Source: an optimization exercise on an open RTL-to-GDS flow (aim: small area, a short achievable clock period and few clock cycles). Production flows keep margins and buffers that such runs may drop. At most, simulation tests tie the RTL to the original design; equivalence was not proved. For run 1, only the layout was checked, not whether the RTL still works. Power and IR drop assume default switching activity.

==> design.v <==
module ice_rx (
    input  wire        clk,
    input  wire        rst,
    input  wire        in_valid,
    input  wire [7:0]  in_data,
    output wire        in_ready,
    output reg         bit_valid,
    output reg         bit_data,
    output wire        pay_valid,
    output wire [7:0]  pay_data,
    output reg         res_valid,
    output wire [1:0]  res_tag,
    output wire [3:0]  res_code,
    output wire [16:0] res_count,
    output wire [7:0]  res_f0,
    output wire [7:0]  res_f1,
    output wire [7:0]  res_f2,
    output wire [7:0]  res_f3,
    output wire [7:0]  res_f4,
    output wire [7:0]  res_decl
);
    localparam [1:0] TAG_UNREC = 2'd0, TAG_GOC = 2'd1, TAG_EIN = 2'd2, TAG_MBUS = 2'd3;
    localparam [1:0] P_IDLE = 2'd0, P_LEN_HI = 2'd1, P_LEN_LO = 2'd2, P_BODY = 2'd3;
    function [15:0] crc16_byte;
        input [15:0] c;
        input [7:0]  b;
        integer i;
        reg [15:0] x;
        begin
            x = c ^ {b, 8'h00};
            for (i = 0; i < 8; i = i + 1)
                x = x[15] ? ({x[14:0], 1'b0} ^ 16'h1021) : {x[14:0], 1'b0};
            crc16_byte = x;
        end
    endfunction
    assign in_ready = 1'b1;
    reg        v_q;
    reg [7:0]  d_q;
    reg        ws_q, wl_q, wst_q, wsp_q;    
    reg [1:0]  phase;
    reg [1:0]  chan;
    reg [15:0] r;            
    reg [16:0] c;            
    reg [7:0]  hdr0, hdr1, hdr2, hdr3, hdr4, decl;
    reg [15:0] ck;           
    reg [3:0]  code;         
    reg        last;         
    reg        pv;           
    reg        ng;           
    reg        eok;          
    reg        fst;          
    reg        hz;           
    reg        done;         
    assign res_tag   = chan;
    assign res_code  = code;
    assign res_count = c;
    assign res_f0    = hdr0;
    assign res_f1    = hdr1;
    assign res_f2    = hdr2;
    assign res_f3    = hdr3;
    assign res_f4    = hdr4;
    assign res_decl  = decl;
    assign pay_data  = d_q;
    wire is_goc  = (chan == TAG_GOC);
    wire is_ein  = (chan == TAG_EIN);
    wire is_mbus = (chan == TAG_MBUS);
    wire r_hi0   = (r[15:2] == 14'd0);
    wire r_is2   = r_hi0 & (r[1:0] == 2'd2);
    wire u       = &c[16:3];
    wire [2:0] cl = c[2:0];
    assign pay_valid = v_q & pv;
    wire pv_n = (is_ein  & ~r_is2 & (~c[16] | (u & cl == 3'd7))) |
                (is_mbus & ~r_hi0 & (~c[16] | (u & cl[2:1] == 2'b11)));
    wire [7:0] b = d_q;
    wire w_s  = hz & ws_q;
    wire w_l  = hz & wl_q;
    wire w_st = hz & wst_q;
    wire w_sp = hz & wsp_q;
    wire k_odd = c[0];
    wire      err = code[3] | code[2];
    reg       ev_err;
    reg [3:0] ev_code;
    reg       ev_bit;
    reg       ev_stop;
    always @(*) begin
        ev_err  = 1'b0;
        ev_code = 4'd0;
        ev_bit  = 1'b0;
        ev_stop = 1'b0;
        if (!eok) begin
            ev_err = 1'b1; ev_code = 4'd4;
        end else if (done) begin
            ev_err = 1'b1; ev_code = 4'd5;
        end else if (k_odd) begin
            if (!w_s) begin ev_err = 1'b1; ev_code = 4'd6; end
        end else if (!(w_s | w_l | w_st | w_sp)) begin
            ev_err = 1'b1; ev_code = 4'd6;
        end else if (fst) begin
            if (!w_st) begin ev_err = 1'b1; ev_code = 4'd8; end
        end else if (w_s | w_l) begin
            ev_bit = 1'b1;
        end else if (w_sp) begin
            ev_stop = 1'b1;
        end else begin
            ev_err = 1'b1; ev_code = 4'd8;
        end
    end
    wire        edge_byte = (r[1:0] == 2'd0);
    wire        word_end  = (r[1:0] == 2'd1);
    wire        z_q       = (b == 8'd0);
    wire        n_ng      = ng | (edge_byte & (b[7:1] != 7'd0));
    wire        n_err     = err | (word_end & ev_err);
    wire        n_done    = done | (word_end & ev_stop);
    wire [16:0] c_inc    = c + 17'd1;
    wire [16:0] l_p3     = {1'b0, hdr2, hdr1[7:2], 2'b11};    
    wire [12:0] nbits    = c[13:1] - 13'd1;
    wire        len_diff = (c[16:8] != 9'd0) | (c[7:0] != decl);
    wire [7:0]  sum_n    = ck[15:8] + b;
    wire [15:0] crc_n    = crc16_byte(ck, b);
    wire        ck_bad   = (b != ck[15:8]) | (ck[7:0] != 8'd0);
    wire [15:0] len      = {r[15:8], b};
    wire        short_e  = (len[15:2] == 14'd0);
    wire        short_m  = (len[15:3] == 13'd0);
    always @(posedge clk) begin
        v_q   <= in_valid & ~rst;
        d_q   <= in_data;
        ws_q  <= (in_data >= 8'd6)  & (in_data <= 8'd14);
        wl_q  <= (in_data >= 8'd26) & (in_data <= 8'd34);
        wst_q <= (in_data >= 8'd56) & (in_data <= 8'd64);
        wsp_q <= (in_data >= 8'd86) & (in_data <= 8'd94);
    end
    always @(posedge clk) begin
        if (rst) begin
            phase     <= P_IDLE;
            pv        <= 1'b0;
            res_valid <= 1'b0;
            bit_valid <= 1'b0;
        end else begin
            res_valid <= 1'b0;
            bit_valid <= 1'b0;
            if (v_q) begin
                case (phase)
                P_IDLE: begin
                    hdr0 <= b;
                    if (b == 8'h47 || b == 8'h45 || b == 8'h4D) begin
                        chan  <= (b == 8'h47) ? TAG_GOC : (b == 8'h45) ? TAG_EIN : TAG_MBUS;
                        phase <= P_LEN_HI;
                    end else begin
                        chan      <= TAG_UNREC;
                        code      <= 4'd0;
                        c         <= 17'd1;
                        res_valid <= 1'b1;
                    end
                end
                P_LEN_HI: begin
                    r[15:8] <= b;
                    hdr2    <= b;
                    pv      <= 1'b0;
                    phase   <= P_LEN_LO;
                end
                P_LEN_LO: begin
                    r[7:0] <= b;
                    hdr1   <= b;
                    last   <= (len == 16'd1);
                    code   <= 4'd0;
                    done   <= 1'b0;
                    ck     <= is_ein ? 16'h0000 : 16'hFFFF;
                    case (chan)
                    TAG_GOC:  begin ng <= (b[1:0] != 2'd0); c <= (b[1:0] != 2'd0) ? 17'd4 : 17'd0; end
                    TAG_EIN:  begin ng <= short_e; c <= short_e ? 17'd1 : 17'h1FFFD; end
                    default:  begin ng <= short_m; c <= short_m ? 17'd1 : 17'h1FFF9; end
                    endcase
                    if (len == 16'd0) begin
                        phase     <= P_IDLE;
                        res_valid <= 1'b1;
                        c         <= 17'd0;
                        code      <= is_goc ? 4'd9 : 4'd1;
                    end else begin
                        phase <= P_BODY;
                    end
                end
                default: begin  
                    r    <= r - 16'd1;
                    last <= r_is2;
                    pv   <= pv_n & ~last;
                    ck   <= is_ein ? {sum_n, ck[7:0]} : crc_n;
                    if ((!is_goc || ng) && !last) c <= c_inc;
                    if (u) begin
                        if (is_ein) begin
                            if (cl == 3'd5) hdr0 <= b;
                            if (cl == 3'd6) hdr1 <= b;
                            if (cl == 3'd7) decl <= b;
                        end else begin
                            if (cl == 3'd1) hdr0 <= b;
                            if (cl == 3'd2) hdr1 <= b;
                            if (cl == 3'd3) hdr2 <= b;
                            if (cl == 3'd4) hdr3 <= b;
                            if (cl == 3'd5) hdr4 <= b;
                            if (cl == 3'd6) decl <= b;
                        end
                    end
                    if (is_goc) begin
                        ng <= n_ng;
                        if (edge_byte) begin
                            eok <= b[0] ^ c[0];
                            fst <= (c[13:0] == 14'd0);
                        end
                        if (r[1:0] == 2'd3) hz <= z_q;
                        if (r[1:0] == 2'd2) hz <= hz & z_q;
                        if (word_end) begin
                            if (!err) code <= ev_code;
                            done <= n_done;
                            if (!n_err) c <= c_inc;
                            if (!err && ev_bit) begin
                                bit_valid <= 1'b1;
                                bit_data  <= w_l;
                            end
                        end
                    end
                    if (last) begin
                        phase     <= P_IDLE;
                        res_valid <= 1'b1;
                        case (chan)
                        TAG_GOC: begin
                            if (n_ng) begin
                                chan <= TAG_UNREC;
                                c    <= (hdr1[1:0] != 2'd0) ? c : l_p3;
                                code <= 4'd0;
                            end else if (n_err) begin
                            end else if (!n_done) begin
                                code <= 4'd9;
                            end else begin
                                c    <= {4'd0, nbits};
                            end
                        end
                        default: begin
                            code <= 4'd0;
                            if (ng)            code <= 4'd1;
                            else if (len_diff) code <= 4'd2;
                            else if (ck_bad)   code <= 4'd3;
                        end
                        endcase
                    end
                end
                endcase
            end
        end
    end
endmodule
==> flow/run.sh <==
#!/bin/bash
set -euo pipefail
bash standard.sh \
  "BUFFER_PORTS_ARGS=-buffer_cell sky130_fd_sc_hd__buf_1" \
  "MATCH_CELL_FOOTPRINT=0" \
  "CTS_ARGS=-sink_clustering_enable -repair_clock_nets -dont_use_dummy_load -sink_clustering_size 30 -sink_clustering_max_diameter 60 -buf_list sky130_fd_sc_hd__clkbuf_8" \
  finish > standard.log 2>&1
==> standard.sh <==
#!/bin/bash
# synth_recipe.tcl (not shown) runs the flow's synth.tcl, then flattens the netlist and writes it again
# the make line also repeats each setting of config.mk as NAME=value (left out here)
make -C /OpenROAD-flow-scripts/flow DESIGN_CONFIG=/design/flow/config.mk WORK_HOME=/design/flow/orfs CLKGATE_MAP_FILE= SYNTH_SCRIPT=/design/flow/synth_recipe.tcl "${@:-finish}"
==> config.mk <==
export PLATFORM = sky130hd
export DESIGN_NAME = ice_rx
export DESIGN_NICKNAME = ice_rx
export VERILOG_FILES = /design/flow/design.v
export SDC_FILE = /design/flow/constraint.sdc
export NUM_CORES = 4
export LEC_CHECK = 0
export ABC_AREA = 1
export CAP_MARGIN = 20
export CORE_MARGIN = 2
export CORE_UTILIZATION = 60
export PLACE_DENSITY = 0.7
export SETUP_SLACK_MARGIN = 4.0
export SLEW_MARGIN = 20
==> constraint.sdc <==
create_clock -name core_clock -period 6.5 [get_ports {clk}]
set_input_delay 1.3000 -clock core_clock [delete_from_list [all_inputs] [get_ports {clk}]]
set_output_delay 1.3000 -clock core_clock [all_outputs]
set_load 0.01 [all_outputs]
==> impl_results.rst, run 1 <==
.. list-table::
   :header-rows: 1

   * - Metric
     - Value
   * - Outcome
     - timing/DRC/antenna clean
   * - Startpoint of the worst-slack reg-to-reg timing path
     - phase[0]
   * - Final Wtd Congestion
     - 0.935
   * - Clock tree from TritonCTS
     - yes
   * - X dimension of the die
     - 117 µm
   * - Worst hold stages
     - 2
   * - Reg2Reg Setup Slack
     - 4.09 ns
   * - Count of buffers from port buffering
     - 93
   * - Die ar.
     - 13600 µm²
   * - Final #Nets
     - 1027
   * - TritonCTS Sinks
     - 128
   * - Clock latency on the worst-skew pair
     - 0.48 ns
   * - Net switching power
     - 346 µW
   * - Per-cell routed wire length
     - 18.6 µm
   * - WHS Endpoint
     - pv
   * - Fraction of layout cells with a size suffix above 1
     - 11.1%
   * - CP Cell Sequence
     - buf_1 > nor4_1 > nand4_1 > buf_4 > nor4_4 > buf_4
   * - Combined area of the multi-input logic cells
     - 3460 µm²
   * - Detailed Route Iter0 Violations
     - 779
   * - Slowest cell on the critical path
     - sky130_fd_sc_hd__nor4_1
   * - Area fraction of the dominant cell type after synthesis
     - 43.4%
   * - Slew of the pin with the lowest slew margin
     - 0.768 ns
   * - Detailed-route DRC error count
     - 0
   * - Most numerous cell in the Yosys netlist
     - sky130_fd_sc_hd__nand2_1
   * - Post-route cell area
     - 8600 µm²
   * - Share of total power consumed by net switching
     - 23.0%
   * - Combinational fraction of design power
     - 6.2%
   * - Clk pwr share
     - 32.9%
   * - Maximum number of pins on one net before global-route repair
     - 20
   * - Setup-failing EPs final
     - 0
   * - Number of buffer and inverter instances along the worst setup path
     - 3
   * - Final Hold Violating Endpoints
     - 0
   * - Part of the Yosys area used for sequential elements
     - 48.1%
   * - Static leakage
     - 0.00349 µW
   * - Share of the clock period used by the worst path after layout
     - 38.7%
   * - Worst hold path type
     - flop to flop
   * - Final antenna diode count
     - 0
   * - Number of clock buffers inserted by TritonCTS
     - 17
   * - Most frequently used flop master after synthesis
     - sky130_fd_sc_hd__edfxtp_1
   * - Reported max-cap violation count
     - 0
   * - Worst Path Required
     - 6.66 ns
   * - GRT Overall Usage
     - 32.5%
   * - Power density of the placed cells
     - 175 nW/µm²
   * - Clock Tree Root
     - sky130_fd_sc_hd__clkbuf_8
   * - Share of flip-flops with an asynchronous set or reset after synthesis
     - 0%
   * - Detailed-route via count
     - 6669
   * - Total area of sequential cells
     - 3690 µm²
   * - Largest cells by area after synthesis
     - sky130_fd_sc_hd__edfxtp_1, sky130_fd_sc_hd__nand2_1, sky130_fd_sc_hd__inv_1
   * - Largest delay contributor family on the critical path
     - simple AND/OR/NAND/NOR gates
   * - Worst Path Arrival
     - 2.68 ns
   * - Maximum buffer depth of the clock tree
     - 2
   * - Crit-path max FO
     - 8
   * - Number of top-level pins
     - 95
   * - Remaining global-route overflow
     - 0
   * - Cell Int Power
     - 1160 µW
   * - Cell types with the highest counts after synthesis
     - sky130_fd_sc_hd__nand2_1, sky130_fd_sc_hd__edfxtp_1, sky130_fd_sc_hd__inv_1
   * - Initial antenna violation count
     - 0
   * - Final WL
     - 21.5 mm
   * - Total standard cell area after synthesis
     - 7620 µm²
   * - Avg Cell Area, Syn
     - 8.61 µm²
   * - Worst setup SP type
     - input port
   * - Endpoint of the worst-slack reg-to-reg timing path
     - r[8]
   * - Detailed-placement wirelength estimate
     - 16.0 mm
   * - CP dominant cell by count
     - sky130_fd_sc_hd__buf_4
   * - Synth warn
     - 1
   * - Biggest cell delay along the critical path
     - 0.42 ns
   * - Vias in the first global route
     - 6117
   * - Reg2reg path depth
     - 7
   * - Max-slew headroom
     - 48.6%
   * - Final clock skew
     - 0.0385 ns
   * - Count of pins over their slew limit
     - 0
   * - Top cell type by total area after synthesis
     - sky130_fd_sc_hd__edfxtp_1
   * - Clock input transition at the sequential cells of the worst setup and hold paths
     - 0.06 ns
   * - First-pass GRT wire length
     - 32.5 mm
   * - Seq pwr share
     - 60.9%
   * - Routed vias/inst
     - 5.75
   * - Category of the critical setup timing path
     - input port to flop
   * - Post-route antenna net violation count
     - 0
   * - Area growth from synthesis to layout
     - 12.9%
   * - Number of synthesized flops with an enable pin
     - 110
   * - H-tree levels
     - 4
   * - Synth Net Count
     - 923
   * - Height of the die
     - 117 µm
   * - CORE AREA
     - 12500 µm²
   * - Count of cell types in the netlist
     - 57
   * - Sort of element at the end of the critical path
     - flop
   * - First-pass detailed-route iteration total
     - 5
   * - Number of instances in the synthesized netlist
     - 885
   * - Shortest clock period the worst path allows after layout
     - 2.51 ns
   * - Unrepaired setup endpoints after global routing
     - true
   * - Cell row count
     - 41
   * - Final setup TNS
     - 0 ns
   * - Worst supply voltage drop on vdd
     - 188 µV
   * - Fillcell total
     - 1049
   * - Placed standard-cell area
     - 8080 µm²
   * - Hold Path Origin
     - pv
   * - Seq cells post-synth
     - 128
   * - Starting utilization of the core area
     - 60.8%
   * - Fmax achieved
     - 398 MHz
-- power by group through the flow --
stage,Combinational [µW],Sequential [µW],Clock (µW)
after detailed placement,86.1,935,0
final,92.5,915,495
after global routing,103,916,530
after CTS,88.2,916,499
after floorplan,63.6,926,0
after global placement,84.0,934,0
-- layer usage --
| layer | up-vias | part of all wire, % | track usage, % |
|---|---|---|---|
| met3 | 65 | 8.4 | 6.38 |
| met1 | 3110 | 42 | 44.1 |
| met4 | 0 | 4.1 | 16.2 |
| met2 | 355 | 46 | 50.2 |
| li1 | 3139 | - | - |
| met5 | - | 0 | 0 |
-- stage by stage --
step | instances | power, µW | util, % | hold slack, ns | setup WS [ns]
6_report | 1159 | 1500 | 68.7 | 0.523 | 3.99
5_1_grt | 1159 | 1550 | 68.7 | 0.527 | 3.94
4_1_cts | 1145 | 1500 | 67.3 | 0.503 | 4.01
3_5_place_dp | 1119 | 1020 | 64.6 | 0.496 | 3.42
3_3_place_gp | 1119 | 1020 | 64.6 | 0.513 | 3.46
2_1_floorplan | 885 | 990 | - | 0.448 | 3.97
-- cell type report --
type,count,area share (%)
tap,172,2.50
multi-input combinational,609,40.2
inverter,115,5.21
timing repair buffer,118,6.43
sequential,128,42.9
clock buffer,17,2.72
-- worst reg2reg max path, cell delays in order, from the launching register on --
cell	delay [ns]
sky130_fd_sc_hd__dfxtp_1	0.40
sky130_fd_sc_hd__inv_1	0.10
sky130_fd_sc_hd__ha_2	0.28
sky130_fd_sc_hd__buf_4	0.23
sky130_fd_sc_hd__nor2_4	0.17
sky130_fd_sc_hd__buf_4	0.14
sky130_fd_sc_hd__nand2_1	0.11
sky130_fd_sc_hd__nor2_1	0.61
-- cell families (layout without fill, tap and decap cells) --
logic type,Yosys count,count (layout),synth area share [%]
buffers and inverters,148,250,8.07
DFF,128,128,48.1
muxes,1,1,0.131
xor gates and xnor gates,46,46,5.39
adders and majority gates,27,27,4.53
other,1,1,0.0492
AOI/OAI and AO/OA,114,114,8.66
and+or+nand+nor,420,420,25.1
-- cell usage in the layout (no fill, tap or decap), drive strengths merged, types with 2 or more instances in the layout --
cell type	instances
a2111oi	2
a21oi	35
a22oi	3
a31oi	4
and2	2
buf	118
clkbuf	17
clkinvlp	3
dfxtp	18
edfxtp	110
ha	26
inv	111
nand2	211
nand3	60
nand3b	5
nand4	15
nor2	90
nor3	25
nor4	7
o2111ai	2
o211ai	4
o21a	3
o21ai	49
o21bai	3
o22ai	3
o311ai	2
or2	4
xnor2	10
xor2	36
-- worst max path at each step --
stage	startpoint	end	slack (ns)	cells after the start
after floorplan	rst	c[0]	3.97	4
after global routing	rst	ck[7]	3.94	6
after CTS	rst	ck[7]	4.01	6
final	rst	hdr4[7]	3.99	6
after detailed placement	rst	hdr4[2]	3.42	4
after global placement	rst	hdr4[4]	3.46	4
-- state kept, by name, indices dropped and copies added, names as in the netlist, 2 cells and up --
| register | cells |
|---|---|
| c | 17 |
| chan | 2 |
| ck | 16 |
| code | 4 |
| d_q | 8 |
| decl | 8 |
| hdr0 | 8 |
| hdr1 | 8 |
| hdr2 | 8 |
| hdr3 | 8 |
| hdr4 | 8 |
| phase | 2 |
| r | 16 |
-- timing repair --
item / 4_1_cts / 5_1_grt
buffers inserted: 9 / 14
setup endpoints to repair: 108 / 99
resized for setup: 19 / 16
hold buffers: 0 / 0
gates cloned: 0 / 0
pin swaps: 3 / 3
==> run 2, diff against run 1 <==
--- a/design.v
+++ b/design.v
@@ -132,8 +132,3 @@
     always @(posedge clk) begin
-        if (rst) begin
-            phase     <= P_IDLE;
-            pv        <= 1'b0;
-            res_valid <= 1'b0;
-            bit_valid <= 1'b0;
-        end else begin
+        begin
             res_valid <= 1'b0;
@@ -247,2 +242,8 @@
         end
+        if (rst) begin
+            phase     <= P_IDLE;
+            pv        <= 1'b0;
+            res_valid <= 1'b0;
+            bit_valid <= 1'b0;
+        end
     end
==> run 2 against run 1 <==
Critical endpoint is now res_count[11]. Final area is 3.5% higher. Die area is 3.1% higher. Sequential cell count stayed put. Power is 4.1% higher. First-iteration DRC count is 27% higher. Sequential power is 0.5% higher. Sequential share of layout area is 1.5 points lower. Register-to-register slack better by 0.04 ns. Utilization is 1.3 points higher. Global-route usage is 0.10 points lower.
==> impl_results.rst, run 2 <==
.. list-table::
   :header-rows: 1

   * - Metric
     - Value
   * - Per-cell routed wire length
     - 18.4 µm
   * - Slowest cell on the critical path
     - sky130_fd_sc_hd__edfxtp_1
   * - Count of buffers from port buffering
     - 93
   * - Startpoint of the worst-slack reg-to-reg timing path
     - c[6]
   * - Reg2Reg Setup Slack
     - 4.13 ns
   * - Number of buffer and inverter instances along the worst setup path
     - 1
   * - Setup-failing EPs final
     - 0
   * - Worst Path Arrival
     - 1.14 ns
   * - Final clock skew
     - 0.0207 ns
   * - Unrepaired setup endpoints after global routing
     - true
   * - Worst supply voltage drop on vdd
     - 161 µV
   * - Area fraction of the dominant cell type after synthesis
     - 42.0%
   * - Initial antenna violation count
     - 0
   * - Largest cells by area after synthesis
     - sky130_fd_sc_hd__edfxtp_1, sky130_fd_sc_hd__nand2_1, sky130_fd_sc_hd__inv_1
   * - Biggest cell delay along the critical path
     - 0.51 ns
   * - Leading cell types in the layout, fill and taps excluded
     - sky130_fd_sc_hd__nand2_1, sky130_fd_sc_hd__edfxtp_1, sky130_fd_sc_hd__inv_1
   * - Category of the critical setup timing path
     - flop to output port
   * - Instance count after placement with tap cells included
     - 1174
   * - Largest registers in the final layout
     - c (17), ck (16), r (16)
   * - Fmax achieved
     - 410 MHz
   * - Share of flip-flops with an asynchronous set or reset after synthesis
     - 0%
   * - Reg2reg path depth
     - 4
   * - Clock Tree Root
     - sky130_fd_sc_hd__clkbuf_8
   * - Max-slew headroom
     - 39.4%
   * - Final Wtd Congestion
     - 0.944
   * - Clock input transition at the sequential cells of the worst setup and hold paths
     - 0.07 ns
   * - Share of the clock period used by the worst path after layout
     - 37.6%
   * - Count of pins over their slew limit
     - 0
   * - Number of top-level pins
     - 95
   * - Vias in the first global route
     - 6385
   * - Clock latency on the worst-skew pair
     - 0.46 ns
   * - Height of the die
     - 118 µm
   * - Die ar.
     - 14000 µm²
   * - TritonCTS Sinks
     - 128
   * - Detailed-route DRC error count
     - 0
   * - Synth warn
     - 1
   * - H-tree levels
     - 4
   * - Top cell type by total area after synthesis
     - sky130_fd_sc_hd__edfxtp_1
   * - Detailed-placement wirelength estimate
     - 16.2 mm
   * - Outcome
     - timing/DRC/antenna clean
   * - Number of clock buffers inserted by TritonCTS
     - 17
   * - Largest delay contributor family on the critical path
     - flip-flops
   * - Hold Path Origin
     - pv
   * - Detailed Route Iter0 Violations
     - 989
   * - Clock tree from TritonCTS
     - yes
   * - Worst path depth
     - 1
   * - Most numerous cell in the Yosys netlist
     - sky130_fd_sc_hd__nand2_1
   * - Area growth from synthesis to layout
     - 13.2%
   * - Routed vias/inst
     - 5.82
   * - Number of synthesized flops with an enable pin
     - 110
   * - Final cell count without fillers
     - 1228
   * - X dimension of the die
     - 118 µm
   * - Worst setup SP type
     - flop
   * - Starting utilization of the core area
     - 61.8%
   * - Most frequently used flop master after synthesis
     - sky130_fd_sc_hd__edfxtp_1
   * - Cell types with the highest counts after synthesis
     - sky130_fd_sc_hd__nand2_1, sky130_fd_sc_hd__inv_1, sky130_fd_sc_hd__edfxtp_1
   * - Final antenna diode count
     - 0
   * - Total standard cell area after synthesis
     - 7860 µm²
   * - Critical path origin
     - c[11]
   * - Shortest clock period the worst path allows after layout
     - 2.44 ns
   * - Avg Cell Area, Syn
     - 8.32 µm²
   * - Reg with most FFs
     - c
   * - Synth Net Count
     - 982
   * - Final #Nets
     - 1096
   * - Fraction of the mapped netlist area in simple logic gates
     - 27.1%
   * - Total of hold buffers inserted after clock tree synthesis
     - 0
   * - Largest family of logic cells by synthesized area
     - simple AND/OR/NAND/NOR gates
   * - Final WL
     - 22.6 mm
   * - First-pass GRT wire length
     - 34.6 mm
   * - Cell row count
     - 41
   * - Worst hold stages
     - 2
   * - Number of instances in the synthesized netlist
     - 944
   * - Xor-xnor portion of the synthesized cell area
     - 4.30%
   * - Worst Path Required
     - 5.20 ns
   * - First-pass detailed-route iteration total
     - 7
   * - CORE AREA
     - 12700 µm²
   * - Adder and majority cell fraction of the synthesized area
     - 4.39%
   * - CP Cell Sequence
     - buf_1
   * - Remaining global-route overflow
     - 0
   * - Slew of the pin with the lowest slew margin
     - 0.907 ns
   * - Final Hold Violating Endpoints
     - 0
   * - Synthesized-area fraction occupied by ao, oa, aoi and oai cells
     - 8.69%
   * - Sort of element at the end of the critical path
     - output port
   * - Maximum buffer depth of the clock tree
     - 2
   * - Final setup TNS
     - 0 ns
   * - Worst hold path type
     - flop to flop
   * - Seq cells post-synth
     - 128
   * - WHS Endpoint
     - pv
   * - Crit-path max FO
     - 6
   * - Part of the Yosys area used for sequential elements
     - 46.6%
   * - Detailed-route via count
     - 7149
   * - Fraction of layout cells with a size suffix above 1
     - 12.6%
   * - Mux contribution to synthesized area
     - 0%
   * - Count of cell types in the netlist
     - 55
   * - Reported max-cap violation count
     - 0
   * - Maximum number of pins on one net before global-route repair
     - 22
   * - Post-route antenna net violation count
     - 0
   * - GRT Overall Usage
     - 32.4%
   * - Endpoint of the worst-slack reg-to-reg timing path
     - decl[1]
   * - Leading cell type in the layout, fill and taps excluded
     - sky130_fd_sc_hd__nand2_1
   * - Power density of the placed cells
     - 176 nW/µm²
   * - Static leakage
     - 0.00363 µW
   * - Largest register FFs
     - 17
run 2: cell count changes after synthesis, sizes merged, moves of 5 or more:
cell   previous run  this run
xor2             36        26
nand4            15        20
nor3             25        18
nand3            60        85
inv             114       121
a31oi             4        15
nor2             90       104
nand2           211       229
run 2: layer usage:
metal  wire [µm]  global-route usage, %  vias to the layer above
li1            -                      -                     3360
met3        2800                   11.9                       35
met5           0                      0                        -
met2        9330                   44.6                      453
met1       10100                   47.8                     3301
met4         329                   9.30                        0
run 2: how the worst max path moves through the flow:
stage / endpoint / slack [ns]
finish: res_count[11] / 4.06
global route: hdr1[7] / 3.98
CTS: hdr1[7] / 3.94
detailed placement: hdr2[0] / 2.81
global placement: hdr2[0] / 2.94
floorplan: decl[0] / 4.06
run 2: cell type report:
class / instances / area (µm²)
Fill cell: 1075 / 3820
Sequential cell: 128 / 3690
Multi-Input combinational cell: 654 / 3610
Timing Repair Buffer: 133 / 664
Inverter: 123 / 482
Clock buffer: 17 / 234
Tap cell: 172 / 215
Timing Repair inverter: 1 / 5.00
run 2: report_power, final:
part	switching, µW	internal (µW)
combinational	96.4	49.9
sequential	18.8	901
clock	269	229
total	384	1180
run 2: cells by family (layout without fill, tap and decap cells):
group           after synthesis  after routing
fa+ha+maj                    27             27
other cells                   1              1
buf+inv                     162            274
compound gates              116            116
xor+xnor                     36             36
simple gates                474            474
flops                       128            128
run 2: timing repair:
action	4_1_cts	5_1_grt
setup buffers	16	20
endpoints found under the setup margin	120	68
resized for setup	29	13
cloned	0	1
pin swaps	2	2
run 2: per-stage QoR:
| stage | hold WS [ns] | total power [µW] | utilization [%] | setup slack (ns) | instance area [µm²] |
|---|---|---|---|---|---|
| after floorplan | 0.440 | 1020 | - | 4.06 | 7870 |
| after global placement | 0.492 | 1060 | 64.7 | 2.94 | 8230 |
| after detailed placement | 0.490 | 1060 | 64.7 | 2.81 | 8230 |
| after CTS | 0.498 | 1560 | 68.3 | 3.94 | 8690 |
| after global routing | 0.526 | 1620 | 70.0 | 3.98 | 8900 |
| final | 0.514 | 1560 | 70.0 | 4.06 | 8900 |
Testbench counts of run 2, summed over its fixed seeds: cycles 66,736.
==> run 3, diff against run 2 <==
--- a/config.mk
+++ b/config.mk
@@ -7,3 +7,2 @@
 export LEC_CHECK = 0
-export ABC_AREA = 1
 export CAP_MARGIN = 20
==> run 3 against run 2 <==
Critical endpoint is now r[8]. Fmax is 3.0% lower. Largest power group unchanged. Non-clock buffer count is 5 lower. Still clean. Area after synthesis shrank 10%. Highest routed layer unchanged.
==> impl_results.rst, run 3 <==
.. list-table::
   :header-rows: 1

   * - Metric
     - Value
   * - Clock Tree Root
     - sky130_fd_sc_hd__clkbuf_8
   * - Startpoint of the worst-slack reg-to-reg timing path
     - phase[0]
   * - Most frequently used flop master after synthesis
     - sky130_fd_sc_hd__edfxtp_1
   * - Combined area of the multi-input logic cells
     - 3250 µm²
   * - Starting utilization of the core area
     - 61.7%
   * - Count of cell types in the netlist
     - 70
   * - Most numerous cell in the Yosys netlist
     - sky130_fd_sc_hd__edfxtp_1
   * - CP dominant cell by count
     - sky130_fd_sc_hd__inv_1
   * - Biggest cell delay along the critical path
     - 0.54 ns
   * - Height of the die
     - 112 µm
   * - Number of clock buffers inserted by TritonCTS
     - 17
   * - Detailed-route DRC error count
     - 0
   * - Final Hold Violating Endpoints
     - 0
   * - Worst supply voltage drop on vdd
     - 199 µV
   * - Max-slew headroom
     - 54.1%
   * - Detailed-placement wirelength estimate
     - 13.4 mm
   * - Part of the Yosys area used for sequential elements
     - 52.0%
   * - X dimension of the die
     - 112 µm
   * - Fraction of layout cells with a size suffix above 1
     - 14.0%
   * - Largest registers in the final layout
     - c (17), ck (16), r (16)
   * - Worst setup SP type
     - flop
   * - Initial antenna violation count
     - 0
   * - Crit-path max FO
     - 33
   * - Post-layout util
     - 71.0%
   * - Routed vias/inst
     - 6.41
   * - Leading cell type in the layout, fill and taps excluded
     - sky130_fd_sc_hd__edfxtp_1
   * - Worst path depth
     - 6
   * - Top cell type by total area after synthesis
     - sky130_fd_sc_hd__edfxtp_1
   * - Fmax achieved
     - 397 MHz
   * - Detailed Route Iter0 Violations
     - 765
   * - Reg2Reg Setup Slack
     - 3.98 ns
   * - Vias in the first global route
     - 5405
   * - Cell types with the highest counts after synthesis
     - sky130_fd_sc_hd__edfxtp_1, sky130_fd_sc_hd__nor2_1, sky130_fd_sc_hd__nand2_1
   * - Unrepaired setup endpoints after global routing
     - true
   * - CP Cell Sequence
     - inv_1 > ha_1 > buf_4 > nor2_1 > nand2_1 > inv_1
   * - Category of the critical setup timing path
     - flop to flop
   * - Detailed-route via count
     - 5807
   * - Area fraction of the dominant cell type after synthesis
     - 46.9%
   * - Remaining global-route overflow
     - 0
   * - Clock input transition at the sequential cells of the worst setup and hold paths
     - 0.06 ns
   * - Setup-failing EPs final
     - 0
   * - Largest register FFs
     - 17
   * - Worst hold stages
     - 2
   * - Slowest cell on the critical path
     - sky130_fd_sc_hd__nor2_1
   * - Final WL
     - 19.2 mm
   * - Clock tree from TritonCTS
     - yes
   * - Share of the clock period used by the worst path after layout
     - 38.7%
   * - Count of buffers from port buffering
     - 93
   * - Maximum number of pins on one net before global-route repair
     - 34
   * - Final #Nets
     - 802
   * - Cell row count
     - 39
   * - Post-route antenna net violation count
     - 0
   * - Fillcell total
     - 851
   * - Worst hold path type
     - flop to flop
   * - Reported max-cap violation count
     - 0
   * - Largest delay contributor family on the critical path
     - simple AND/OR/NAND/NOR gates
   * - Number of synthesized flops with an enable pin
     - 110
   * - Hold Path Origin
     - phase[1]
   * - Synth Net Count
     - 696
   * - Final clock skew
     - 0.0294 ns
   * - Worst Path Arrival
     - 2.62 ns
   * - Shortest clock period the worst path allows after layout
     - 2.52 ns
   * - Largest cells by area after synthesis
     - sky130_fd_sc_hd__edfxtp_1, sky130_fd_sc_hd__xnor2_1, sky130_fd_sc_hd__dfxtp_1
   * - Static leakage
     - 0.00264 µW
   * - WHS Endpoint
     - phase[1]
   * - Count of pins over their slew limit
     - 0
   * - Avg Cell Area, Syn
     - 10.7 µm²
   * - Area growth from synthesis to layout
     - 15.1%
   * - Number of buffer and inverter instances along the worst setup path
     - 3
   * - Clock latency on the worst-skew pair
     - 0.46 ns
   * - Total of hold buffers inserted after clock tree synthesis
     - 0
   * - Worst Path Required
     - 6.61 ns
   * - Total standard cell area after synthesis
     - 7040 µm²
   * - Reg with most FFs
     - c
   * - Power density of the placed cells
     - 188 nW/µm²
   * - Per-cell routed wire length
     - 21.2 µm
   * - First-pass detailed-route iteration total
     - 7
   * - Overall power
     - 1530 µW
   * - Total area of sequential cells
     - 3680 µm²
   * - CORE AREA
     - 11400 µm²
   * - First-pass GRT wire length
     - 29.5 mm
   * - Synth warn
     - 1
   * - Outcome
     - timing/DRC/antenna clean
   * - Die ar.
     - 12600 µm²
   * - Final Wtd Congestion
     - 0.970
   * - Slew of the pin with the lowest slew margin
     - 0.687 ns
   * - Share of flip-flops with an asynchronous set or reset after synthesis
     - 0%
   * - Seq cells post-synth
     - 128
   * - Final setup TNS
     - 0 ns
   * - Leading cell types in the layout, fill and taps excluded
     - sky130_fd_sc_hd__edfxtp_1, sky130_fd_sc_hd__buf_1, sky130_fd_sc_hd__nor2_1, sky130_fd_sc_hd__nand2_1, sky130_fd_sc_hd__xnor2_1
   * - GRT Overall Usage
     - 30.3%
   * - Number of instances in the synthesized netlist
     - 658
   * - Reg2reg path depth
     - 6
   * - Maximum buffer depth of the clock tree
     - 2
   * - Crit path setup slack, layout
     - 3.98 ns
   * - H-tree levels
     - 4
   * - Post-Place Setup Slack
     - 3.25 ns
   * - Sort of element at the end of the critical path
     - flop
   * - TritonCTS Sinks
     - 128
   * - Endpoint of the worst-slack reg-to-reg timing path
     - r[8]
   * - Number of top-level pins
     - 95
-- run 3: cells by family after synthesis --
group	count (synthesis)	synth area share, %
adders and majority gates	27	4.90
buffers and inverters	69	4.60
DFF	128	52.0
muxes	5	0.711
xor gates and xnor gates	67	8.33
and+or+nand+nor	229	17.1
other	1	0.0533
AOI/OAI and AO/OA	132	12.2
-- run 3: what timing repair did --
item	in CTS	in global routing
setup buffers	16	17
resized for setup	31	26
hold endpoints to repair	0	0
pin swaps	1	3
setup endpoints to repair	110	118
-- run 3: where the power goes --
group          internal, µW  total, µW  switching (µW)
clock                   229        492             263
sequential              901        919            18.3
combinational          45.9        115            68.7
-- run 3: worst max-delay path by stage --
stage,from,slack [ns],endpoint
final,phase[0],3.98,r[8]
after global routing,phase[0],3.87,r[8]
after CTS,c[11],4.00,code[1]
after detailed placement,r[0],3.25,c[11]
after global placement,d_q[1],3.50,c[13]
after floorplan,c[10],4.05,code[1]
-- run 3: per-stage QoR --
stage	cell area (µm²)	hold WS, ns	instances
after floorplan	7050	0.459	658
after global placement	7380	0.479	855
after detailed placement	7380	0.495	855
after CTS	7830	0.503	888
after global routing	8100	0.538	905
final	8100	0.500	906
-- run 3: routing by layer --
layer	global-route usage, %	vias to the layer above	share of wire, %	wire (µm)
li1	-	2623	-	-
met5	0	-	0	0
met2	49.3	317	49	9470
met4	9.76	0	2.6	491
met1	41.5	2819	41	7840
met3	5.83	48	7.4	1420
-- run 3: layout make-up --
cell class | instances | area share [%]
Antenna cell | 1 | 0.0309
Clock buffer | 17 | 2.89
Inverter | 28 | 1.34
Multi-Input combinational cell | 461 | 40.2
Sequential cell | 128 | 45.5
Tap cell | 143 | 2.21
Timing Repair Buffer | 128 | 7.89
-- run 3: worst reg2reg max path: stages (launching register included) --
cell	delay [ns]
sky130_fd_sc_hd__dfxtp_1	0.41
sky130_fd_sc_hd__inv_1	0.10
sky130_fd_sc_hd__ha_1	0.21
sky130_fd_sc_hd__buf_4	0.24
sky130_fd_sc_hd__nor2_1	0.55
sky130_fd_sc_hd__nand2_1	0.32
sky130_fd_sc_hd__inv_1	0.35
==> run 4, diff against run 3 <==
--- a/config.mk
+++ b/config.mk
@@ -7,2 +7,3 @@
 export LEC_CHECK = 0
+export ABC_AREA = 1
 export CAP_MARGIN = 20
@@ -11,3 +12,3 @@
 export PLACE_DENSITY = 0.7
-export SETUP_SLACK_MARGIN = 4.0
+export SETUP_SLACK_MARGIN = 4.2
 export SLEW_MARGIN = 20
==> run 4 against run 3 <==
Final cell count rose by 41%. Clock power rose by 2%. Register-to-register slack improved by 0.25 ns. Area after synthesis rose by 12%. Worst setup slack improved by 0.13 ns. Power rose by 3.8%. Critical path depth fell by 5. Wire length rose by 26%. Non-clock buffer count rose by 54. Via count rose by 28%. Fmax rose by 5.4%. Critical endpoint is now res_count[7].
==> impl_results.rst, run 4 <==
.. list-table::
   :header-rows: 1

   * - Metric
     - Value
   * - Maximum buffer depth of the clock tree
     - 2
   * - Number of clock buffers inserted by TritonCTS
     - 17
   * - Unrepaired setup endpoints after global routing
     - true
   * - Post-route cell area
     - 9530 µm²
   * - Synth warn
     - 1
   * - Fraction of layout cells with a size suffix above 1
     - 24.3%
   * - Slowest cell on the critical path
     - sky130_fd_sc_hd__edfxtp_1
   * - Number of buffer and inverter instances along the worst setup path
     - 1
   * - Static leakage
     - 0.00406 µW
   * - Seq cells post-synth
     - 128
   * - Placed standard-cell area
     - 8210 µm²
   * - Area fraction of the dominant cell type after synthesis
     - 42.0%
   * - Routed vias/inst
     - 5.83
   * - Die ar.
     - 14000 µm²
   * - Largest registers in the final layout
     - c (17), ck (16), r (16)
   * - GRT Overall Usage
     - 33.9%
   * - Detailed Route Iter0 Violations
     - 1130
   * - Final clock skew
     - 0.0248 ns
   * - Largest cells by area after synthesis
     - sky130_fd_sc_hd__edfxtp_1, sky130_fd_sc_hd__nand2_1, sky130_fd_sc_hd__inv_1
   * - Initial antenna violation count
     - 0
   * - Height of the die
     - 118 µm
   * - Count of pins over their slew limit
     - 0
   * - Max-slew headroom
     - 59.4%
   * - Fmax achieved
     - 419 MHz
   * - Reg with most FFs
     - c
   * - Leading cell types in the layout, fill and taps excluded
     - sky130_fd_sc_hd__nand2_1, sky130_fd_sc_hd__edfxtp_1, sky130_fd_sc_hd__inv_1
   * - Worst supply voltage drop on vdd
     - 187 µV
   * - Share of total power consumed by net switching
     - 24.8%
   * - Reported max-cap violation count
     - 0
   * - Count of buffers from port buffering
     - 93
   * - Detailed-placement wirelength estimate
     - 16.1 mm
   * - Top cell type by total area after synthesis
     - sky130_fd_sc_hd__edfxtp_1
   * - Worst Path Arrival
     - 1.09 ns
   * - Post-route antenna net violation count
     - 0
   * - Final antenna diode count
     - 0
   * - Leading cell type in the layout, fill and taps excluded
     - sky130_fd_sc_hd__nand2_1
   * - Clk pwr share
     - 31.7%
   * - Starting utilization of the core area
     - 61.8%
   * - Remaining global-route overflow
     - 0
   * - Worst hold path type
     - flop to flop
   * - Category of the critical setup timing path
     - flop to output port
   * - Outcome
     - timing/DRC/antenna clean
   * - X dimension of the die
     - 118 µm
   * - Clock latency on the worst-skew pair
     - 0.47 ns
   * - Crit-path max FO
     - 3
   * - Final Wtd Congestion
     - 0.932
   * - Largest register FFs
     - 17
   * - Synth Net Count
     - 982
   * - Clock input transition at the sequential cells of the worst setup and hold paths
     - 0.07 ns
   * - Net switching power
     - 393 µW
   * - TritonCTS Sinks
     - 128
   * - Maximum number of pins on one net before global-route repair
     - 23
   * - Combinational fraction of design power
     - 10.9%
   * - Final WL
     - 24.2 mm
   * - Number of instances in the synthesized netlist
     - 944
   * - Cell Int Power
     - 1190 µW
   * - Worst Path Required
     - 5.20 ns
   * - Per-cell routed wire length
     - 19.0 µm
   * - Total standard cell area after synthesis
     - 7860 µm²
   * - Biggest cell delay along the critical path
     - 0.46 ns
   * - Most frequently used flop master after synthesis
     - sky130_fd_sc_hd__edfxtp_1
   * - Share of the clock period used by the worst path after layout
     - 36.7%
   * - Number of synthesized flops with an enable pin
     - 110
   * - First-pass detailed-route iteration total
     - 6
   * - Shortest clock period the worst path allows after layout
     - 2.39 ns
   * - Power density of the placed cells
     - 166 nW/µm²
   * - Slew of the pin with the lowest slew margin
     - 0.603 ns
   * - Detailed-route via count
     - 7449
   * - Part of the Yosys area used for sequential elements
     - 46.6%
   * - Largest delay contributor family on the critical path
     - flip-flops
   * - H-tree levels
     - 4
   * - Area growth from synthesis to layout
     - 21.2%
   * - CP Cell Sequence
     - buf_1
   * - Setup-failing EPs final
     - 0
   * - Final Hold Violating Endpoints
     - 0
   * - Share of flip-flops with an asynchronous set or reset after synthesis
     - 0%
   * - Final #Nets
     - 1145
   * - Clock tree from TritonCTS
     - yes
   * - Count of cell types in the netlist
     - 55
   * - Clock Tree Root
     - sky130_fd_sc_hd__clkbuf_8
   * - CORE AREA
     - 12700 µm²
   * - Vias in the first global route
     - 6799
   * - Seq pwr share
     - 57.4%
   * - Final setup TNS
     - 0 ns
   * - Detailed-route DRC error count
     - 0
   * - Number of top-level pins
     - 95
   * - Most numerous cell in the Yosys netlist
     - sky130_fd_sc_hd__nand2_1
   * - Total of hold buffers inserted after clock tree synthesis
     - 0
   * - Cell types with the highest counts after synthesis
     - sky130_fd_sc_hd__nand2_1, sky130_fd_sc_hd__inv_1, sky130_fd_sc_hd__edfxtp_1
   * - Avg Cell Area, Syn
     - 8.32 µm²
   * - Sort of element at the end of the critical path
     - output port
   * - First-pass GRT wire length
     - 36.1 mm
   * - Cell row count
     - 41
   * - Worst setup SP type
     - flop
run 4: cell count changes after synthesis, sizes merged, moves of 11 or more:
cell   previous run  this run
nor4             23         5
xnor2            47        10
inv              28       121
nand4             5        20
nand3            16        85
nor2             53       104
nand2            49       229
a31oi             4        15
o21ai            32        45
run 4: cell type report:
cell class,count,area [µm²]
Multi-Input combinational cell,654,3750
Sequential cell,128,3700
Fill cell,969,3200
Timing Repair Buffer,182,1130
Inverter,123,488
Clock buffer,17,234
Tap cell,172,215
Timing Repair inverter,1,5.00
run 4: metal layers:
layer,share of wire (%),vias up,wire length (µm),global-route usage (%)
met5,0,-,0,0
met4,2.7,0,643,11.0
met3,13,64,3230,9.80
met2,43,487,10500,49.1
met1,41,3436,9880,48.9
li1,-,3462,-,-
run 4: power by group through the flow:
stage          sequential [µW]  clock, µW  combinational (µW)
3_3_place_gp               946          0                 114
6_report                   910        502                 172
4_1_cts                    910        502                 157
2_1_floorplan              935          0                87.1
5_1_grt                    911        535                 187
3_5_place_dp               946          0                 115
run 4: timing repair:
item                       CTS  global route
gates cloned                 1             0
gates resized for setup     82            65
pin swaps                    5             9
setup buffers               69            20
setup endpoints to repair  182           160
run 4: kinds of logic after synthesis:
family | Yosys count | share of synthesized area (%)
xor gates and xnor gates | 36 | 4.30
buffers and inverters | 162 | 8.88
other | 1 | 0.0477
DFF | 128 | 46.6
adders and majority gates | 27 | 4.39
AOI/OAI and AO/OA | 116 | 8.69
and+or+nand+nor | 474 | 27.1
run 4: worst register-to-register path, cell delays in order (launching register included):
cell	delay, ns
sky130_fd_sc_hd__dfxtp_4	0.37
sky130_fd_sc_hd__buf_4	0.21
sky130_fd_sc_hd__ha_2	0.36
sky130_fd_sc_hd__nor2_1	0.12
sky130_fd_sc_hd__nand3_1	0.08
sky130_fd_sc_hd__nor3_2	0.12
sky130_fd_sc_hd__nand4_1	0.22
sky130_fd_sc_hd__nand3b_1	0.30
sky130_fd_sc_hd__nand3_1	0.14
sky130_fd_sc_hd__a21oi_1	0.09
run 4: path summary, 6_finish.rpt:
kind | to | from | slack (ns) | cells after the start
worst min register to register | pv | pv | 0.51 | 2
worst max-delay path | res_count[7] | c[7] | 4.11 | 1
worst min-delay path | pv | pv | 0.51 | 2
worst max register to register | code[1] | d_q[3] | 4.23 | 9
run 4: per-stage QoR:
step	hold slack [ns]	util (%)	setup slack [ns]	power [µW]	cells
floorplan	0.440	-	4.22	1020	944
global placement	0.495	64.6	3.24	1060	1170
detailed placement	0.485	64.6	3.13	1060	1170
CTS	0.488	72.2	4.12	1570	1257
global route	0.552	74.9	4.09	1630	1277
finish	0.509	74.9	4.11	1580	1277
==> run 5, diff against run 4 <==
--- a/config.mk
+++ b/config.mk
@@ -7,3 +7,2 @@
 export LEC_CHECK = 0
-export ABC_AREA = 1
 export CAP_MARGIN = 20
==> run 5 against run 4 <==
Via count shrank 15%. Final area fell by 2.1%. Critical path type unchanged. Synthesized cell count decreased by 30%. Sequential power barely moved. Final cell count down 22%. Area after synthesis shrank 10%. Register-to-register slack worse by 0.23 ns. Critical path depth grew 1. Hold slack improved by 0.027 ns. Largest cell class is now sequential cells. Utilization up 6.8 points. Sequential share of layout area up 0.82 points. Clock skew rose by 0.0074 ns.
==> impl_results.rst, run 5 <==
.. list-table::
   :header-rows: 1

   * - Metric
     - Value
   * - Share of flip-flops with an asynchronous set or reset after synthesis
     - 0%
   * - Startpoint of the worst-slack reg-to-reg timing path
     - c[8]
   * - Worst hold path type
     - flop to flop
   * - Seq cells post-synth
     - 128
   * - Sort of element at the end of the critical path
     - output port
   * - Largest register FFs
     - 17
   * - Combinational fraction of design power
     - 9.8%
   * - Detailed Route Iter0 Violations
     - 730
   * - GRT Overall Usage
     - 33.2%
   * - Leading cell type in the layout, fill and taps excluded
     - sky130_fd_sc_hd__buf_4
   * - Total of hold buffers inserted after clock tree synthesis
     - 0
   * - Most frequently used flop master after synthesis
     - sky130_fd_sc_hd__edfxtp_1
   * - X dimension of the die
     - 112 µm
   * - Net switching power
     - 373 µW
   * - Total standard cell area after synthesis
     - 7040 µm²
   * - First-pass GRT wire length
     - 31.7 mm
   * - Most numerous cell in the Yosys netlist
     - sky130_fd_sc_hd__edfxtp_1
   * - Leading cell types in the layout, fill and taps excluded
     - sky130_fd_sc_hd__buf_4, sky130_fd_sc_hd__edfxtp_1, sky130_fd_sc_hd__clkbuf_2
   * - Unrepaired setup endpoints after global routing
     - true
   * - Reg with most FFs
     - c
   * - Largest cells by area after synthesis
     - sky130_fd_sc_hd__edfxtp_1, sky130_fd_sc_hd__xnor2_1, sky130_fd_sc_hd__dfxtp_1
   * - Post-route cell area
     - 9330 µm²
   * - Total area of sequential cells
     - 3700 µm²
   * - Post-route antenna net violation count
     - 0
   * - TritonCTS Sinks
     - 128
   * - Worst Path Arrival
     - 1.21 ns
   * - Routed vias/inst
     - 6.32
   * - Max-slew headroom
     - 54.8%
   * - Final Hold Violating Endpoints
     - 0
   * - Reported max-cap violation count
     - 0
   * - Shortest clock period the worst path allows after layout
     - 2.51 ns
   * - Crit-path max FO
     - 3
   * - Fillcell total
     - 662
   * - Top cell type by total area after synthesis
     - sky130_fd_sc_hd__edfxtp_1
   * - Worst supply voltage drop on vdd
     - 190 µV
   * - Detailed-placement wirelength estimate
     - 13.3 mm
   * - Number of synthesized flops with an enable pin
     - 110
   * - Worst hold stages
     - 2
   * - Power density of the placed cells
     - 168 nW/µm²
   * - Share of total power consumed by net switching
     - 23.8%
   * - Worst setup SP type
     - flop
   * - Detailed-route via count
     - 6325
   * - Avg Cell Area, Syn
     - 10.7 µm²
   * - Placed standard-cell area
     - 7400 µm²
   * - Largest registers in the final layout
     - c (17), ck (16), r (16)
   * - CORE AREA
     - 11400 µm²
   * - Fmax achieved
     - 399 MHz
   * - Height of the die
     - 112 µm
   * - Final antenna diode count
     - 0
   * - Clock tree from TritonCTS
     - yes
   * - Maximum buffer depth of the clock tree
     - 2
   * - Clock Tree Root
     - sky130_fd_sc_hd__clkbuf_8
   * - Crit path setup slack, layout
     - 3.99 ns
   * - Static leakage
     - 0.00343 µW
   * - Slowest cell on the critical path
     - sky130_fd_sc_hd__edfxtp_1
   * - Share of the clock period used by the worst path after layout
     - 38.6%
   * - Clock latency on the worst-skew pair
     - 0.47 ns
   * - Clock input transition at the sequential cells of the worst setup and hold paths
     - 0.08 ns
   * - Final setup TNS
     - 0 ns
   * - Outcome
     - timing/DRC/antenna clean
   * - H-tree levels
     - 4
   * - Final clock skew
     - 0.0321 ns
   * - Part of the Yosys area used for sequential elements
     - 52.0%
   * - Count of buffers from port buffering
     - 93
   * - Reg2Reg Setup Slack
     - 4.00 ns
   * - Area growth from synthesis to layout
     - 32.5%
   * - Remaining global-route overflow
     - 0
   * - Setup-failing EPs final
     - 0
   * - Count of cell types in the netlist
     - 70
   * - Cell Int Power
     - 1190 µW
   * - Synth Net Count
     - 696
   * - Number of top-level pins
     - 95
   * - Vias in the first global route
     - 5886
   * - Worst Path Required
     - 5.20 ns
   * - Die ar.
     - 12600 µm²
   * - Final WL
     - 22.4 mm
   * - Area fraction of the dominant cell type after synthesis
     - 46.9%
   * - Post-Place Setup Slack
     - 3.27 ns
   * - Cell types with the highest counts after synthesis
     - sky130_fd_sc_hd__edfxtp_1, sky130_fd_sc_hd__nor2_1, sky130_fd_sc_hd__nand2_1
   * - First-pass detailed-route iteration total
     - 5
   * - Combined area of the multi-input logic cells
     - 3590 µm²
   * - Maximum number of pins on one net before global-route repair
     - 34
   * - Category of the critical setup timing path
     - flop to output port
   * - Clk pwr share
     - 32.1%
   * - WHS Endpoint
     - phase[1]
   * - Final #Nets
     - 898
   * - Number of clock buffers inserted by TritonCTS
     - 17
   * - CP Cell Sequence
     - buf_4 > buf_6
   * - Hold Path Origin
     - phase[1]
   * - Per-cell routed wire length
     - 22.4 µm
   * - Fraction of layout cells with a size suffix above 1
     - 34.8%
   * - Detailed-route DRC error count
     - 0
   * - Synth warn
     - 1
   * - Initial antenna violation count
     - 0
   * - Slew of the pin with the lowest slew margin
     - 0.672 ns
   * - Endpoint of the worst-slack reg-to-reg timing path
     - code[1]
   * - Reg2reg path depth
     - 5
   * - Cell row count
     - 39
   * - Starting utilization of the core area
     - 61.7%
   * - Seq pwr share
     - 58.1%
   * - Final Wtd Congestion
     - 0.927
   * - Number of instances in the synthesized netlist
     - 658
   * - Biggest cell delay along the critical path
     - 0.46 ns
   * - Count of pins over their slew limit
     - 0
==> run 5: cells by family (layout without fill, tap and decap cells) <==
family,count (synthesis),in the layout,synth area share (%)
buffers and inverters,69,267,4.60
DFF,128,128,52.0
and+or+nand+nor,229,230,17.1
muxes,5,5,0.711
other,1,1,0.0533
AOI/OAI and AO/OA,132,133,12.2
adders and majority gates,27,27,4.90
xor gates and xnor gates,67,67,8.33
==> run 5: power groups by stage <==
stage | clock network (µW) | registers, µW | logic [µW]
5_1_grt | 532 | 910 | 163
6_report | 503 | 910 | 153
3_3_place_gp | 0 | 940 | 94.7
2_1_floorplan | 0 | 934 | 71.8
4_1_cts | 501 | 909 | 137
3_5_place_dp | 0 | 941 | 96.1
==> run 5: metrics by stage <==
stage	hold slack (ns)	std cells	power (µW)	utilization, %
after floorplan	0.459	658	1010	-
after global placement	0.479	856	1040	64.8
after detailed placement	0.510	856	1040	64.8
after CTS	0.518	961	1550	76.4
after global routing	0.544	1001	1610	81.7
final	0.536	1001	1570	81.7
==> run 5: layout make-up <==
type                            count  share of cell area [%]
Sequential cell                   128                    39.7
Tap cell                          143                    1.92
Multi-Input combinational cell    463                    38.5
Timing Repair Buffer              222                    16.2
Clock buffer                       17                    2.51
Inverter                           28                    1.21
==> run 5: worst max path at each step <==
| stage | startpoint | endpoint | depth (start not counted) |
|---|---|---|---|
| after detailed placement | d_q[1] | c[11] | 6 |
| after floorplan | c[10] | code[1] | 6 |
| after global routing | c[8] | code[1] | 5 |
| after global placement | d_q[1] | c[11] | 6 |
| after CTS | c[10] | code[1] | 5 |
| final | c[8] | res_count[8] | 2 |
==> run 5: routing by layer <==
| metal | track usage (%) | routed length (µm) |
|---|---|---|
| met2 | 58.0 | 11500 |
| met1 | 40.0 | 8320 |
| met4 | 14.9 | 913 |
| met3 | 6.53 | 1670 |
| met5 | 0 | 0 |
==> run 5: worst max-delay path: cells and delay by family, from the launching register on <==
kind,cells,cell delay (ns)
flops,1,0.46
buf+inv,2,0.28
==> run 5: timing repair <==
item,4_1_cts,5_1_grt
endpoints found under the setup margin,176,137
setup buffers,86,40
gates cloned,2,0
pin swaps,19,36
gates resized for setup,119,89
==> run 6, diff against run 5 <==
--- a/config.mk
+++ b/config.mk
@@ -7,2 +7,3 @@
 export LEC_CHECK = 0
+export ABC_AREA = 1
 export CAP_MARGIN = 20
@@ -10,4 +11,5 @@
 export CORE_UTILIZATION = 60
+export GPL_ROUTABILITY_DRIVEN = 0
 export PLACE_DENSITY = 0.7
-export SETUP_SLACK_MARGIN = 4.2
+export SETUP_SLACK_MARGIN = 4.0
 export SLEW_MARGIN = 20
==> run 6 against run 5 <==
Final cell count up 21%. Clock-buffer cell count unchanged. Sequential power up 2%. Utilization down 12 points. First-iteration DRC count up 27%. Wire length down 0.77%. Largest cell class unchanged. Largest power group unchanged.
==> impl_results.rst, run 6 <==
.. list-table::
   :header-rows: 1

   * - Metric
     - Value
   * - Static leakage
     - 0.00359 µW
   * - Detailed-route via count
     - 7038
   * - Number of instances in the synthesized netlist
     - 944
   * - Most frequently used flop master after synthesis
     - sky130_fd_sc_hd__edfxtp_1
   * - Worst Path Required
     - 5.20 ns
   * - Detailed-placement wirelength estimate
     - 16.1 mm
   * - Power density of the placed cells
     - 176 nW/µm²
   * - Largest delay contributor family on the critical path
     - flip-flops
   * - Clock input transition at the sequential cells of the worst setup and hold paths
     - 0.06 ns
   * - Share of the clock period used by the worst path after layout
     - 37.9%
   * - Leading cell types in the layout, fill and taps excluded
     - sky130_fd_sc_hd__nand2_1, sky130_fd_sc_hd__edfxtp_1, sky130_fd_sc_hd__inv_1
   * - Largest registers in the final layout
     - c (17), ck (16), r (16)
   * - Placed standard-cell area
     - 8220 µm²
   * - Reg2reg path depth
     - 6
   * - Synth warn
     - 1
   * - Clock tree from TritonCTS
     - yes
   * - TritonCTS Sinks
     - 128
   * - Final #Nets
     - 1083
   * - CP Cell Sequence
     - buf_1
   * - Endpoint of the worst-slack reg-to-reg timing path
     - c[15]
   * - Part of the Yosys area used for sequential elements
     - 46.6%
   * - Fraction of layout cells with a size suffix above 1
     - 11.9%
   * - Avg Cell Area, Syn
     - 8.32 µm²
   * - Worst path depth
     - 1
   * - H-tree levels
     - 4
   * - Total area of sequential cells
     - 3690 µm²
   * - Biggest cell delay along the critical path
     - 0.52 ns
   * - Number of synthesized flops with an enable pin
     - 110
   * - Post-route antenna net violation count
     - 0
   * - Count of pins over their slew limit
     - 0
   * - Final clock skew
     - 0.0284 ns
   * - Final Hold Violating Endpoints
     - 0
   * - Slew of the pin with the lowest slew margin
     - 0.620 ns
   * - Final WL
     - 22.3 mm
   * - Height of the die
     - 118 µm
   * - Detailed Route Iter0 Violations
     - 924
   * - Vias in the first global route
     - 6419
   * - Reported max-cap violation count
     - 0
   * - Outcome
     - timing/DRC/antenna clean
   * - X dimension of the die
     - 118 µm
   * - Per-cell routed wire length
     - 18.3 µm
   * - Worst setup SP type
     - flop
   * - Top cell type by total area after synthesis
     - sky130_fd_sc_hd__edfxtp_1
   * - Fmax achieved
     - 406 MHz
   * - Overall power
     - 1550 µW
   * - Largest register FFs
     - 17
   * - Number of top-level pins
     - 95
   * - Starting utilization of the core area
     - 61.8%
   * - GRT Overall Usage
     - 31.8%
   * - Count of cell types in the netlist
     - 55
   * - Final setup TNS
     - 0 ns
   * - Number of clock buffers inserted by TritonCTS
     - 17
   * - Slowest cell on the critical path
     - sky130_fd_sc_hd__edfxtp_1
   * - Cell types with the highest counts after synthesis
     - sky130_fd_sc_hd__nand2_1, sky130_fd_sc_hd__inv_1, sky130_fd_sc_hd__edfxtp_1
   * - Reg with most FFs
     - c
   * - Area growth from synthesis to layout
     - 12.1%
   * - Detailed-route DRC error count
     - 0
   * - Largest cells by area after synthesis
     - sky130_fd_sc_hd__edfxtp_1, sky130_fd_sc_hd__nand2_1, sky130_fd_sc_hd__inv_1
   * - Worst hold path type
     - flop to flop
   * - Crit-path max FO
     - 6
   * - Unrepaired setup endpoints after global routing
     - true
   * - Remaining global-route overflow
     - 0
   * - Setup-failing EPs final
     - 0
   * - Worst supply voltage drop on vdd
     - 191 µV
   * - First-pass GRT wire length
     - 34.2 mm
   * - Post-layout util
     - 69.2%
   * - Clock latency on the worst-skew pair
     - 0.45 ns
   * - Post-Place Setup Slack
     - 2.86 ns
   * - Routed vias/inst
     - 5.79
   * - Seq cells post-synth
     - 128
   * - Category of the critical setup timing path
     - flop to output port
   * - Startpoint of the worst-slack reg-to-reg timing path
     - phase[1]
   * - CORE AREA
     - 12700 µm²
   * - Die ar.
     - 14000 µm²
   * - First-pass detailed-route iteration total
     - 8
   * - Reg2Reg Setup Slack
     - 4.06 ns
   * - Cell row count
     - 41
   * - Critical path origin
     - c[1]
   * - Shortest clock period the worst path allows after layout
     - 2.47 ns
   * - Maximum buffer depth of the clock tree
     - 2
   * - Most numerous cell in the Yosys netlist
     - sky130_fd_sc_hd__nand2_1
   * - Share of flip-flops with an asynchronous set or reset after synthesis
     - 0%
   * - Worst Path Arrival
     - 1.17 ns
   * - Final antenna diode count
     - 0
   * - Initial antenna violation count
     - 0
   * - Count of buffers from port buffering
     - 93
   * - Sort of element at the end of the critical path
     - output port
   * - Post-route cell area
     - 8810 µm²
   * - Maximum number of pins on one net before global-route repair
     - 22
   * - Leading cell type in the layout, fill and taps excluded
     - sky130_fd_sc_hd__nand2_1
   * - Termination of the worst setup path
     - res_count[1]
   * - Area fraction of the dominant cell type after synthesis
     - 42.0%
   * - Total standard cell area after synthesis
     - 7860 µm²
   * - Clock Tree Root
     - sky130_fd_sc_hd__clkbuf_8
   * - Synth Net Count
     - 982
   * - Number of buffer and inverter instances along the worst setup path
     - 1
   * - Fillcell total
     - 1080
   * - Crit path setup slack, layout
     - 4.03 ns
   * - Max-slew headroom
     - 58.6%
   * - Combined area of the multi-input logic cells
     - 3630 µm²
   * - Total of hold buffers inserted after clock tree synthesis
     - 0
-- run 6: cell count changes after synthesis, sizes merged, moves of 13 or more --
| cell | before | now |
|---|---|---|
| inv | 28 | 121 |
| nand2 | 49 | 229 |
| nand3 | 16 | 85 |
| nand4 | 5 | 20 |
| nor2 | 53 | 104 |
| nor4 | 23 | 5 |
| o21ai | 32 | 45 |
| xnor2 | 47 | 10 |
-- run 6: stage by stage --
stage,instances,hold WS [ns]
2_1_floorplan,944,0.440
3_3_place_gp,1172,0.490
3_5_place_dp,1172,0.498
4_1_cts,1198,0.506
5_1_grt,1215,0.540
6_report,1215,0.510
-- run 6: metal layers --
metal	GRT usage [%]	up-vias	wire length (µm)
li1	-	3347	-
met1	48.6	3209	9680
met2	44.1	435	9210
met3	8.30	47	2900
met4	9.60	0	466
met5	0	-	0
-- run 6: repair_timing --
action	4_1_cts	5_1_grt
setup buffers	9	16
gates resized for setup	29	18
gates cloned	0	1
setup endpoints to repair	115	60
pin swaps	1	2
-- run 6: worst min path at each step --
stage | end | startpoint | cells past startpoint | slack (ns)
5_1_grt | pv | pv | 2 | 0.54
3_5_place_dp | pv | pv | 2 | 0.50
3_3_place_gp | pv | pv | 2 | 0.49
4_1_cts | pv | pv | 2 | 0.51
2_1_floorplan | pv | pv | 2 | 0.44
6_report | pv | pv | 2 | 0.51
-- run 6: final cells by class --
class	count	area share, %
Timing Repair Buffer	120	6.31
Multi-Input combinational cell	654	41.2
Clock buffer	17	2.66
Timing Repair inverter	1	0.0568
Inverter	123	5.41
Tap cell	172	2.44
Sequential cell	128	41.9
-- run 6: cell families (layout without fill, tap and decap cells) --
logic type / Yosys count / after routing / share of synthesized area (%)
and+or+nand+nor: 474 / 474 / 27.1
buffers and inverters: 162 / 261 / 8.88
DFF: 128 / 128 / 46.6
AOI/OAI and AO/OA: 116 / 116 / 8.69
xor gates and xnor gates: 36 / 36 / 4.30
adders and majority gates: 27 / 27 / 4.39
other: 1 / 1 / 0.0477
-- run 6: power breakdown --
group	internal, µW	total, µW	switching [µW]
Sequential	901	925	23.1
Combinational	44.8	133	88.5
Clock	229	494	265
Total	1180	1550	376
==> run 7, diff against run 6 <==
--- a/config.mk
+++ b/config.mk
@@ -7,3 +7,2 @@
 export LEC_CHECK = 0
-export ABC_AREA = 1
 export CAP_MARGIN = 20
@@ -11,5 +10,4 @@
 export CORE_UTILIZATION = 60
-export GPL_ROUTABILITY_DRIVEN = 0
 export PLACE_DENSITY = 0.7
-export SETUP_SLACK_MARGIN = 4.0
+export SETUP_SLACK_MARGIN = 4.1
 export SLEW_MARGIN = 20
==> run 7 against run 6 <==
Worst setup slack gained 0.0044 ns. Sequential share of layout area is 1.9 points higher. Register-to-register slack hardly changed. Power fell by 0.50%. Sequential cell count unchanged. Global-route usage shrank 1.4 points. Still clean on timing, DRC and antenna.
==> impl_results.rst, run 7 <==
.. list-table::
   :header-rows: 1

   * - Metric
     - Value
   * - Outcome
     - timing/DRC/antenna clean
   * - Part of the Yosys area used for sequential elements
     - 52.0%
   * - Clock latency on the worst-skew pair
     - 0.45 ns
   * - Detailed Route Iter0 Violations
     - 757
   * - Xor-xnor portion of the synthesized cell area
     - 8.33%
   * - Final WL
     - 19.9 mm
   * - Post-route antenna net violation count
     - 0
   * - Final Wtd Congestion
     - 0.966
   * - Final #Nets
     - 819
   * - Reg2reg path depth
     - 5
   * - Adder and majority cell fraction of the synthesized area
     - 4.90%
   * - Instance count after placement with tap cells included
     - 854
   * - Category of the critical setup timing path
     - flop to output port
   * - Crit-path max FO
     - 3
   * - Routed vias/inst
     - 6.37
   * - Maximum buffer depth of the clock tree
     - 2
   * - Final clock skew
     - 0.0264 ns
   * - Count of cell types in the netlist
     - 70
   * - Largest registers in the final layout
     - c (17), ck (16), r (16)
   * - Final Hold Violating Endpoints
     - 0
   * - H-tree levels
     - 4
   * - Worst hold path type
     - flop to flop
   * - Remaining global-route overflow
     - 0
   * - Most frequently used flop master after synthesis
     - sky130_fd_sc_hd__edfxtp_1
   * - Worst Path Arrival
     - 1.16 ns
   * - Initial antenna violation count
     - 0
   * - Power density of the placed cells
     - 183 nW/µm²
   * - Share of flip-flops with an asynchronous set or reset after synthesis
     - 0%
   * - Synthesized-area fraction occupied by ao, oa, aoi and oai cells
     - 12.2%
   * - Shortest clock period the worst path allows after layout
     - 2.46 ns
   * - Count of pins over their slew limit
     - 0
   * - Worst supply voltage drop on vdd
     - 143 µV
   * - Net switching power
     - 362 µW
   * - First-pass detailed-route iteration total
     - 5
   * - Sort of element at the end of the critical path
     - output port
   * - Detailed-route DRC error count
     - 0
   * - Vias in the first global route
     - 5479
   * - Worst hold stages
     - 0
   * - Number of clock buffers inserted by TritonCTS
     - 17
   * - Count of buffers from port buffering
     - 93
   * - Fraction of the mapped netlist area in simple logic gates
     - 17.1%
   * - Post-layout util
     - 73.9%
   * - CP Cell Sequence
     - buf_6 > buf_6
   * - Synth warn
     - 1
   * - Total standard cell area after synthesis
     - 7040 µm²
   * - Combined area of the multi-input logic cells
     - 3420 µm²
   * - Unrepaired setup endpoints after global routing
     - true
   * - Avg Cell Area, Syn
     - 10.7 µm²
   * - Most numerous cell in the Yosys netlist
     - sky130_fd_sc_hd__edfxtp_1
-- run 7: routing by layer --
layer  GRT usage (%)  part of all wire (%)  up-vias  wire length (µm)
met5               0                     0        -                 0
li1                -                     -     2649                 -
met3            6.32                   7.8       59              1550
met4            11.5                   3.1        0               610
met1            40.8                    40     2828              7950
met2            49.2                    49      336              9810
-- run 7: power by group through the flow --
stage,Combinational (µW),Clock (µW),Sequential (µW)
CTS,116,500,915
finish,132,499,913
detailed placement,93.3,0,943
floorplan,71.7,0,934
global placement,91.6,0,942
global route,142,532,914
-- run 7: final cells by class --
cell class,instances,share of cell area (%)
sequential,128,43.8
multi-input combinational,463,40.6
clock buffer,17,2.77
tap,143,2.12
timing repair buffer,143,9.39
inverter,28,1.29
-- run 7: timing repair --
item | in CTS | in global routing
pin swaps | 5 | 12
endpoints found under the setup margin | 142 | 99
gates resized for setup | 57 | 42
gates cloned | 0 | 2
buffers inserted | 30 | 19
hold buffers | 0 | 0
-- run 7: logic make-up (layout without fill, tap and decap cells) --
kind of cell	Yosys count	after routing
AO/OA/AOI/OAI	132	134
XOR/XNOR	67	67
adder cells (fa/ha/maj)	27	27
buffers and inverters	69	188
flip-flops	128	128
multiplexers	5	5
other	1	1
AND/OR/NAND/NOR	229	229
-- run 7: stage by stage --
| step | hold WS, ns | setup slack, ns | total power (µW) | instance area (µm²) |
|---|---|---|---|---|
| 2_1_floorplan | 0.459 | 4.05 | 1010 | 7060 |
| 3_3_place_gp | 0.479 | 3.51 | 1030 | 7370 |
| 3_5_place_dp | 0.500 | 3.28 | 1040 | 7370 |
| 4_1_cts | 0.513 | 4.07 | 1530 | 8020 |
| 5_1_grt | 0.494 | 4.02 | 1590 | 8440 |
| 6_report | 0.487 | 4.04 | 1540 | 8440 |
-- run 7: worst paths after layout --
check / start / end / slack, ns
setup / recovery: c[10] / res_count[10] / 4.04
hold / removal: d_q[2] / hdr3[2] / 0.49
setup reg to reg: c[9] / code[1] / 4.05
hold reg to reg: d_q[2] / hdr3[2] / 0.49

Setup slack of run 7, layout unchanged: 4.039 ns with ideal ports, 4.003 ns with driving cells assumed (clock clkbuf_16, inputs buf_2), 4.049 ns with port delays also shifted by the 0.478 ns mid clock arrival.
